This design comes from an exercise in tuning for small area, a short achievable clock period and few clock cycles per item on the open sky130 flow, not from production work. In this exercise RTL edits were held to simulation tests only and were not proved equivalent to the original. Power is estimated from default activity; no workload was simulated.

==> flow/design.v (excerpt) <==
module xarm_codec_b (
    input  wire        clk,
    input  wire        rst,
    input  wire        req_valid,
    output wire        req_ready,
    input  wire [7:0]  req_op,
    input  wire [7:0]  req_cmd,
    input  wire [7:0]  req_id,
    input  wire [8:0]  req_len,
    input  wire [15:0] req_a,
    input  wire [15:0] req_b,
    input  wire        in_valid,
    output wire        in_ready,
    input  wire [7:0]  in_data,
    output wire        out_valid,
    input  wire        out_ready,
    output wire [7:0]  out_data,
    output wire        out_last,
    output wire        resp_valid,
    input  wire        resp_ready,
    output wire [7:0]  resp_status,
    output wire [7:0]  resp_arg,
    output wire [15:0] resp_lo,
    output wire [15:0] resp_hi,
    output wire [7:0]  resp_reason,
    output wire [7:0]  resp_byte,
    output wire [7:0]  resp_plen,
    output wire [8:0]  resp_len
);
    localparam [7:0] OP_ENC     = 8'h10;
    localparam [7:0] OP_TEMPLIM = 8'h15;
    localparam [7:0] OP_DEC     = 8'h18;
    localparam [7:0] OP_CHK     = 8'h19;
    localparam [7:0] CMD_MOVE    = 8'd1;
    localparam [7:0] CMD_MOVEW   = 8'd7;
    localparam [7:0] CMD_ID_READ = 8'd14;
    localparam [7:0] CMD_ANGLIM  = 8'd20;
    localparam [7:0] CMD_VINLIM  = 8'd22;
    localparam [7:0] CMD_TEMPLIM = 8'd24;
    localparam [7:0] SIG = 8'h55;
    localparam [1:0] C_ENC = 2'd0;    
    localparam [1:0] C_DEC = 2'd1;
    localparam [1:0] C_CHK = 2'd2;
    localparam [1:0] C_REF = 2'd3;
    localparam I_IDLE   = 0;
    localparam I_GATHER = 1;     
    localparam I_DRAIN  = 2;     
    localparam I_H0     = 3;     
    localparam I_H1     = 4;
    localparam I_H2     = 5;
    localparam I_H3     = 6;
    localparam I_H4     = 7;
  ...
clock: 5.0 ns
lec_check: 0
cap_margin: 20
core_margin: 2
core_utilization: 40
setup_slack_margin: 2.9
slew_margin: 20
standard.sh (not shown) runs the stock make flow with config.mk's settings and CLKGATE_MAP_FILE= SYNTH_SCRIPT=/design/flow/synth_recipe.tcl, a recipe that flattens the netlist after the stock synthesis.
==> flow/flow/run.sh <==
#!/bin/bash
# The standard layout, with plain buf_1 cells as the port buffers (every input
# and output port still gets its own buffer; repair may resize them).
set -euo pipefail
bash standard.sh "BUFFER_PORTS_ARGS=-buffer_cell sky130_fd_sc_hd__buf_1" finish > standard_flow.log 2>&1
Testbench counts at the start, summed over its fixed seeds: cycles 27,544, items 3,200.
Edit:
==> flow/run.sh (new file) <==
#!/bin/bash
# synth_recipe.tcl (not shown) runs the flow's synth.tcl, then flattens the netlist and writes it again
# the make line also repeats each setting of config.mk as NAME=value (left out here)
make -C /OpenROAD-flow-scripts/flow DESIGN_CONFIG=/design/flow/config.mk WORK_HOME=/design/flow/orfs CLKGATE_MAP_FILE= SYNTH_SCRIPT=/design/flow/synth_recipe.tcl finish
removed: flow/flow/run.sh
removed: flow/standard.sh
Maximum frequency climbs by 0.31%.
Combinational power is higher by 12%.
Global-route usage climbs by 0.42 points.
Final cell count climbs by 1.2%.
Clock-buffer cell count goes up by 1.
Die area is unchanged.
Design area climbs by 4.8%.


P:
xarm_codec_b, a different RTL version from the one above (not shown whole).
Size: roughly 170 I/O pins.
## xarm_codec_b
module xarm_codec_b (
    input  wire        clk,
    input  wire        rst,
    input  wire        req_valid,
    output wire        req_ready,
    input  wire [7:0]  req_op,
    input  wire [7:0]  req_cmd,
    input  wire [7:0]  req_id,
    input  wire [8:0]  req_len,
    input  wire [15:0] req_a,
    input  wire [15:0] req_b,
    input  wire        in_valid,
    output wire        in_ready,
    input  wire [7:0]  in_data,
    output wire        out_valid,
    input  wire        out_ready,
    output wire [7:0]  out_data,
    output wire        out_last,
    output wire        resp_valid,
    input  wire        resp_ready,
    output wire [7:0]  resp_status,
    output wire [7:0]  resp_arg,
    output wire [15:0] resp_lo,
    output wire [15:0] resp_hi,
    output wire [7:0]  resp_reason,
    output wire [7:0]  resp_byte,
    output wire [7:0]  resp_plen,
    output wire [8:0]  resp_len
);
Settings: LEC_CHECK=0, CAP_MARGIN=20, CORE_MARGIN=2, CORE_UTILIZATION=40, SETUP_SLACK_MARGIN=2.6, SLEW_MARGIN=20; clock period 5.0 ns.
==> flow/flow/run.sh <==
#!/bin/bash
# The standard layout, with plain buf_1 cells as the port buffers (every input
# and output port still gets its own buffer; repair may resize them).
set -euo pipefail
bash standard.sh "BUFFER_PORTS_ARGS=-buffer_cell sky130_fd_sc_hd__buf_1" finish > standard_flow.log 2>&1
Testbench counts of P, summed over its fixed seeds: cycles 27,536, items 3,200.
Inputs modified between P and Q:
# P
export LEC_CHECK = 0
export CAP_MARGIN = 20
export CORE_MARGIN = 2
export CORE_UTILIZATION = 40
export SETUP_SLACK_MARGIN = 2.6
export SLEW_MARGIN = 20
create_clock -name core_clock -period 5.0 [get_ports {clk}]
# Q
export LEC_CHECK = 0
export CAP_MARGIN = 20
export CORE_MARGIN = 2
export CORE_UTILIZATION = 40
export SETUP_SLACK_MARGIN = 2.4
export SLEW_MARGIN = 20
create_clock -name core_clock -period 5.0 [get_ports {clk}]
==> comparison <==
Going from P to Q, first-pass GRT wire length shrank by a few percent.
Highest-delay cell along the critical path = sky130_fd_sc_hd__or4_1: P; highest-delay cell along the critical path = sky130_fd_sc_hd__edfxtp_1: Q
Going from P to Q, minimum clock period went up; portion of the clock cycle consumed by the worst path in the final layout picked up an extra 1.9 points; combined global-route utilization of all metal layers went down 0.69 points; post-cts resize count fell 12.
### Q -> R
# Q
export LEC_CHECK = 0
export CAP_MARGIN = 20
export CORE_MARGIN = 2
export CORE_UTILIZATION = 40
export SETUP_SLACK_MARGIN = 2.4
export SLEW_MARGIN = 20
create_clock -name core_clock -period 5.0 [get_ports {clk}]
# R
export LEC_CHECK = 0
export CAP_MARGIN = 20
export CORE_MARGIN = 2
export CORE_UTILIZATION = 60
export PLACE_DENSITY = 0.7
export SETUP_SLACK_MARGIN = 2.4
export SLEW_MARGIN = 20
create_clock -name core_clock -period 5.0 [get_ports {clk}]
## What came out
Delta (R minus Q): sequential portion of the cell area higher; hold slack now smaller.
R improves on Q in setup slack after placement.
Going from Q to R, met2 usage in global routing grows by 14 points.
Looking at reported net switching power across Q and R, the one that comes out lower is R.
R against Q: internal power component ~0 delta, starting density of the core +20 points.
Area growth from synthesis to layout in R vs Q: down 1.5 points
Register-to-register slack on R is ahead of Q.
Input changes introduced in S (baseline for comparison: R):
# R
export LEC_CHECK = 0
export CAP_MARGIN = 20
export CORE_MARGIN = 2
export CORE_UTILIZATION = 60
export PLACE_DENSITY = 0.7
export SETUP_SLACK_MARGIN = 2.4
export SLEW_MARGIN = 20
create_clock -name core_clock -period 5.0 [get_ports {clk}]
# S
export LEC_CHECK = 0
export CAP_MARGIN = 20
export CORE_MARGIN = 2
export CORE_UTILIZATION = 40
export SETUP_SLACK_MARGIN = 2.6
export SLEW_MARGIN = 20
export TNS_END_PERCENT = 10
create_clock -name core_clock -period 5.0 [get_ports {clk}]
[summary]
Multi-input logic area, R and S: smaller value in R
Relative to R, global routing usage on met2 decreased by 13 points in S.
Sort R and S by clock period minus worst slack desc -> top: R
Relative to R, total buffers and inverters traversed by the critical path decreased by 1 in S.
In the reports for R and S, the larger number of clock-tree buffers in the layout belongs to S.


Another version of the RTL of xarm_codec_b (not shown whole).
For scale: about 190 flip-flops.
Design xarm_codec_b, start of the top module:
module xarm_codec_b (
    input  wire        clk,
    input  wire        rst,
    input  wire        req_valid,
    output wire        req_ready,
    input  wire [7:0]  req_op,
    input  wire [7:0]  req_cmd,
    input  wire [7:0]  req_id,
    input  wire [8:0]  req_len,
    input  wire [15:0] req_a,
    input  wire [15:0] req_b,
    input  wire        in_valid,
    output wire        in_ready,
    input  wire [7:0]  in_data,
    output wire        out_valid,
    input  wire        out_ready,
    output wire [7:0]  out_data,
    output wire        out_last,
    output wire        resp_valid,
    input  wire        resp_ready,
    output wire [7:0]  resp_status,
    output wire [7:0]  resp_arg,
    output wire [15:0] resp_lo,
    output wire [15:0] resp_hi,
    output wire [7:0]  resp_reason,
    output wire [7:0]  resp_byte,
    output wire [7:0]  resp_plen,
    output wire [8:0]  resp_len
);
  ...
==> flow/config.mk <==
export PLATFORM = sky130hd
export DESIGN_NAME = xarm_codec_b
export DESIGN_NICKNAME = xarm_codec_b
export VERILOG_FILES = /design/flow/design.v
export SDC_FILE = /design/flow/constraint.sdc
export NUM_CORES = 4
export LEC_CHECK = 0
export CAP_MARGIN = 20
export CORE_MARGIN = 2
export CORE_UTILIZATION = 40
export SLEW_MARGIN = 20
==> flow/constraint.sdc <==
create_clock -name core_clock -period 5.0 [get_ports {clk}]
set_input_delay 1.0000 -clock core_clock [delete_from_list [all_inputs] [get_ports {clk}]]
set_output_delay 1.0000 -clock core_clock [all_outputs]
set_load 0.01 [all_outputs]
run.sh (not shown) runs the stock make flow with config.mk's settings and CLKGATE_MAP_FILE= SYNTH_SCRIPT=/design/flow/synth_recipe.tcl, a recipe that flattens the netlist after the stock synthesis.
Stock flow here: none of the scripts above is used.
Testbench counts at the start, summed over its fixed seeds: cycles 27,544, items 3,200.
Rerun with:
- SETUP_SLACK_MARGIN: default -> 2.6
Outcome: The changed run went through all stages and came out clean. Sequential power hardly moves. Register-to-register slack gains 0.84 ns. Fmax rises by 30%. Setup slack gains 0.82 ns. Cell area rises by 17%. Via count rises by 8.9%. Clock power falls by about 8%. Routed wire length rises by about 10%. Count of clock-buffer cells in the layout falls by 2. Non-clock buffer count rises by 149.


xarm_codec_b, a different RTL version from the one above (not shown whole).
Size: ~1,200 cells after synthesis, roughly 170 I/O pins.
export LEC_CHECK = 0
export CAP_MARGIN = 20
export CORE_MARGIN = 2
export CORE_UTILIZATION = 60
export PLACE_DENSITY = 0.7
export SETUP_SLACK_MARGIN = 2.6
export SLEW_MARGIN = 20
create_clock -name core_clock -period 5.0 [get_ports {clk}]
standard.sh (not shown) runs the stock make flow with config.mk's settings and CLKGATE_MAP_FILE= SYNTH_SCRIPT=/design/flow/synth_recipe.tcl, a recipe that flattens the netlist after the stock synthesis.
Scripts as last shown in full above: flow/flow/run.sh
The baseline completed without violations.
Testbench counts at the start, summed over its fixed seeds: cycles 27,536, items 3,200.
Edit:
- CORE_UTILIZATION: 60 -> 40
- PLACE_DENSITY: 0.7 -> unset
- SETUP_SLACK_MARGIN: 2.6 -> 2.2
Outcome:
- cell count increases by 5.3%
- synthesized area stays the same
- wire length grows by about 6%
Edit:
- SETUP_SLACK_MARGIN: 2.2 -> 2.4
Outcome:
- worst setup slack improves by 0.12 ns
- routed wire length decreases by 1.6%
- clock skew stays flat
- utilization rises by 0.62 points
- area after synthesis stays the same
Edit:
- CORE_UTILIZATION: 40 -> 60
- PLACE_DENSITY: unset -> 0.7
- SETUP_SLACK_MARGIN: 2.4 -> 2.5
=>
- worst hold slack improved by 0.019 ns
- worst setup slack improves by 0.066 ns
- combinational power grows slightly
- clock-buffer cell count falls by 7
- total power barely changes
- cell area decreases slightly
- die area decreases by a quarter to a third


## the reference run
Another version of the RTL of xarm_codec_b (not shown whole).
For scale: roughly 1300 cells after synthesis, roughly 190 flip-flops, ~170 I/O pins.
export LEC_CHECK = 0
export CAP_MARGIN = 20
export CORE_MARGIN = 2
export CORE_UTILIZATION = 40
export SLEW_MARGIN = 20
create_clock -name core_clock -period 5.0 [get_ports {clk}]
run.sh (not shown) runs the stock make flow with config.mk's settings and CLKGATE_MAP_FILE= SYNTH_SCRIPT=/design/flow/synth_recipe.tcl, a recipe that flattens the netlist after the stock synthesis.
Stock flow here: none of the scripts above is used.
Testbench counts of the reference run, summed over its fixed seeds: cycles 27,544, items 3,200.
Input-level comparison between the trial run and the reference run:
--- a/flow/config.mk
+++ b/flow/config.mk
@@ -10,0 +11 @@
+export SETUP_SLACK_MARGIN = 2.8
Notes after the runs:
- Relative to the reference run, the global-route wire length before repair measured on the trial run has increased by a little under 10%.
- All of the reference run and the trial run finish clean.
- The trial run: layout overhead on the synthesized area is 21 points higher than what the reference run reported.
- Number of cells on the worst reg-to-reg path for the trial run: 1 down relative to the reference run
- Lower detailed-route via count goes to the reference run over the trial run.
- [the trial run] sequential share of layout area fell 5.1 points relative to the reference run


v22:
Another version of the RTL of xarm_codec_b (not shown whole).
For scale: roughly 180 flip-flops.
==> flow/design.v (excerpt) <==
module xarm_codec_b (
    input  wire        clk,
    input  wire        rst,
    input  wire        req_valid,
    output wire        req_ready,
    input  wire [7:0]  req_op,
    input  wire [7:0]  req_cmd,
    input  wire [7:0]  req_id,
    input  wire [8:0]  req_len,
    input  wire [15:0] req_a,
    input  wire [15:0] req_b,
    input  wire        in_valid,
    output wire        in_ready,
    input  wire [7:0]  in_data,
    output wire        out_valid,
    input  wire        out_ready,
    output wire [7:0]  out_data,
    output wire        out_last,
    output wire        resp_valid,
    input  wire        resp_ready,
    output wire [7:0]  resp_status,
    output wire [7:0]  resp_arg,
    output wire [15:0] resp_lo,
    output wire [15:0] resp_hi,
    output wire [7:0]  resp_reason,
    output wire [7:0]  resp_byte,
    output wire [7:0]  resp_plen,
    output wire [8:0]  resp_len
);
Settings: LEC_CHECK=0, CAP_MARGIN=20, CORE_MARGIN=2, CORE_UTILIZATION=40, SETUP_SLACK_MARGIN=2.5, SLEW_MARGIN=20; clock period 5.0 ns.
standard.sh (not shown) runs the stock make flow with config.mk's settings and CLKGATE_MAP_FILE= SYNTH_SCRIPT=/design/flow/synth_recipe.tcl, a recipe that flattens the netlist after the stock synthesis.
Scripts as last shown in full above: flow/flow/run.sh
Testbench counts of v22, summed over its fixed seeds: cycles 27,536, items 3,200.
Here is what was changed in the inputs of v24 compared with v22.
Settings: a change of SETUP_SLACK_MARGIN from 2.5 to 2.2.
## What came out
[v24 vs v22] initial antenna violation count: lower in v24. As of v24, design area had fallen by a few percent compared to v22. Looking at final worst-path setup slack, v24 sits 43 ps below v22. The run with more routed wire is v22, not v24. Hold slack was higher in the run labelled v22. As of v24, via total after detailed routing had fallen by a few percent compared to v22. On clock latency reported for the late side of the worst-skew pair, v22 tracks v24 almost exactly.


Another version of the RTL of xarm_codec_b (not shown whole).
For scale: about 170 I/O pins.
clock: 5.0 ns
lec_check: 0
abc_clock_period_in_ps: 2000
cap_margin: 20
core_margin: 2
core_utilization: 40
setup_slack_margin: 2.8
slew_margin: 20
run.sh (not shown) runs the stock make flow with config.mk's settings and CLKGATE_MAP_FILE= SYNTH_SCRIPT=/design/flow/synth_recipe.tcl, a recipe that flattens the netlist after the stock synthesis.
Stock flow here: none of the scripts above is used.
Testbench counts at the start, summed over its fixed seeds: cycles 27,544, items 3,200.
Next try:
Settings changed: ABC_CLOCK_PERIOD_IN_PS 2000 to default, SETUP_SLACK_MARGIN 2.8 to default.
Outcome:
- global-route usage falls by 3.3 points
- worst setup slack gets worse by 880 ps
- final area decreases by about a fifth
- synthesized area is unchanged
- core utilization is lower by 12 points
- cell count drops by roughly a tenth
- count of clock-buffer cells in the layout goes up by 2
- combinational power falls by well over a third
- critical path depth drops by 2


alpha:
xarm_codec_b, a different RTL version from the one above (not shown whole).
Size in the first run: about 0.012 mm2 of cells after synthesis.
// xarm_codec_b
module xarm_codec_b (
    input  wire        clk,
    input  wire        rst,
    input  wire        req_valid,
    output wire        req_ready,
    input  wire [7:0]  req_op,
    input  wire [7:0]  req_cmd,
    input  wire [7:0]  req_id,
    input  wire [8:0]  req_len,
    input  wire [15:0] req_a,
    input  wire [15:0] req_b,
    input  wire        in_valid,
    output wire        in_ready,
    input  wire [7:0]  in_data,
    output wire        out_valid,
    input  wire        out_ready,
    output wire [7:0]  out_data,
    output wire        out_last,
    output wire        resp_valid,
    input  wire        resp_ready,
    output wire [7:0]  resp_status,
    output wire [7:0]  resp_arg,
    output wire [15:0] resp_lo,
    output wire [15:0] resp_hi,
    output wire [7:0]  resp_reason,
    output wire [7:0]  resp_byte,
    output wire [7:0]  resp_plen,
    output wire [8:0]  resp_len
);
    localparam [7:0] OP_ENC     = 8'h10;
    localparam [7:0] OP_MOVE    = 8'h11;
    localparam [7:0] OP_MOVEW   = 8'h12;
    localparam [7:0] OP_ANGLIM  = 8'h13;
    localparam [7:0] OP_VINLIM  = 8'h14;
    localparam [7:0] OP_TEMPLIM = 8'h15;
    localparam [7:0] OP_DEC     = 8'h18;
    localparam [7:0] OP_CHK     = 8'h19;
    localparam [7:0] CMD_MOVE    = 8'd1;
    localparam [7:0] CMD_MOVEW   = 8'd7;
    localparam [7:0] CMD_ID_READ = 8'd14;
    localparam [7:0] CMD_ANGLIM  = 8'd20;
    localparam [7:0] CMD_VINLIM  = 8'd22;
    localparam [7:0] CMD_TEMPLIM = 8'd24;
    localparam [7:0] SIG = 8'h55;
    localparam [1:0] C_ENC = 2'd0;    
    localparam [1:0] C_DEC = 2'd1;
    localparam [1:0] C_CHK = 2'd2;
    localparam [1:0] C_REF = 2'd3;
    localparam [3:0] S_IDLE   = 4'd0;
    localparam [3:0] S_GATHER = 4'd1;    
    localparam [3:0] S_DRAIN  = 4'd2;    
    localparam [3:0] S_CHECK  = 4'd3;    
    localparam [3:0] S_H0     = 4'd4;    
    localparam [3:0] S_H1     = 4'd5;
    localparam [3:0] S_H2     = 4'd6;
    localparam [3:0] S_H3     = 4'd7;
    localparam [3:0] S_H4     = 4'd8;
    localparam [3:0] S_PAY    = 4'd9;    
    localparam [3:0] S_CSUM   = 4'd10;   
    localparam [3:0] S_RX     = 4'd11;   
    localparam [3:0] S_FIN    = 4'd12;   
    reg [3:0]  state;
    reg [1:0]  cls;
    reg [7:0]  cmd;
    reg [7:0]  id;
    reg [8:0]  len;
    reg [15:0] a;           
    reg [15:0] b;
    reg        pass;        
  ...
export LEC_CHECK = 0
export CAP_MARGIN = 20
export CORE_MARGIN = 2
export CORE_UTILIZATION = 40
export SLEW_MARGIN = 20
create_clock -name core_clock -period 5.0 [get_ports {clk}]
Testbench counts of alpha, summed over its fixed seeds: cycles 27,536, items 3,200.
#### Input delta (delta over alpha)
- SETUP_SLACK_MARGIN now 2.6, previously not set
- ABC_CLOCK_PERIOD_IN_PS now 2200, previously not set
==> comparison <==
- alpha → delta: sequential power fell about 6%, proportion of cell area occupied by registers fell 5.2 points, slack of the critical path rose 1.15 ns, cell area after layout rose 23%.
- | length of routed wiring on met1 | delta vs alpha | 8.2% higher |
- Comparing delta and alpha, the higher arrival time of the worst setup path was measured on alpha.
- Compared with alpha, in delta sum of routed wire length over all layers increased about 13%; total power saw an increase; via count increased 14%.
- delta does better than alpha on minimum clock period after layout.
- Diff delta and alpha: area growth from synthesis to final layout lower in alpha

==> port drivers added, routing unchanged <==
In the flow no input, the clock included, has a driving cell. The finished layouts below were timed again as built, in two steps.
Step 1: set_driving_cell puts a clkbuf_16 on clk and a buf_2 on each other input, an assumption about the parent block.
Step 2 adds t to the input delays and takes it off the output delays; t is the mean of the earliest and latest rising clock arrival at the registers after step 1. Input paths then give back, and output paths get back, about the clock's delay inside the block.
Slacks: ideal / step 1 / step 2; pairs: ideal / step 1.
run	t (ns)	setup slack, ns	worst register clock-pin slew, ns	worst data-port slew with drivers (ns)
the first run of note 1	0.492	2.190 / 2.190 / 2.189	0.08 / 0.08	0.07
the second run of note 1	0.491	2.199 / 2.199 / 2.138	0.08 / 0.08	0.06
P	0.487	2.556 / 2.545 / 2.095	0.08 / 0.08	0.07
Q	0.485	2.463 / 2.427 / 2.081	0.08 / 0.08	0.09
R	0.486	2.485 / 2.453 / 2.056	0.08 / 0.08	0.06
S	0.479	2.526 / 2.530 / 2.067	0.07 / 0.07	0.08
the first run of note 3	0.506	1.456 / 1.436 / 0.930	0.08 / 0.08	0.07
the second run of note 3	0.497	2.273 / 2.300 / 1.803	0.08 / 0.08	0.07
the first run of note 4	0.487	2.560 / 2.516 / 2.121	0.07 / 0.07	0.06
the second run of note 4	0.476	2.326 / 2.317 / 1.876	0.07 / 0.07	0.07
the third run of note 4	0.485	2.449 / 2.430 / 2.075	0.07 / 0.07	0.06
the fourth run of note 4	0.484	2.515 / 2.490 / 2.130	0.07 / 0.07	0.06
the reference run	0.487	1.313 / 1.313 / 1.313	0.08 / 0.08	0.06
the trial run	0.487	1.883 / 1.883 / 1.762	0.08 / 0.08	0.06
v22	0.489	2.289 / 2.289 / 2.058	0.08 / 0.08	0.07
v24	0.495	2.247 / 2.263 / 1.768	0.08 / 0.08	0.07
the first run of note 7	0.503	1.469 / 1.469 / 1.037	0.08 / 0.08	0.06
the second run of note 7	0.507	0.590 / 0.590 / 0.590	0.08 / 0.08	0.04
alpha	0.477	0.424 / 0.380 / 0.810	0.07 / 0.07	0.04
delta	0.488	1.579 / 1.529 / 1.251	0.07 / 0.07	0.05
After both steps setup and hold are still met in every run listed. The setup slack of the first run of note 3, which loses most, moves by -0.020 ns with the drivers and by -0.526 ns with both steps.
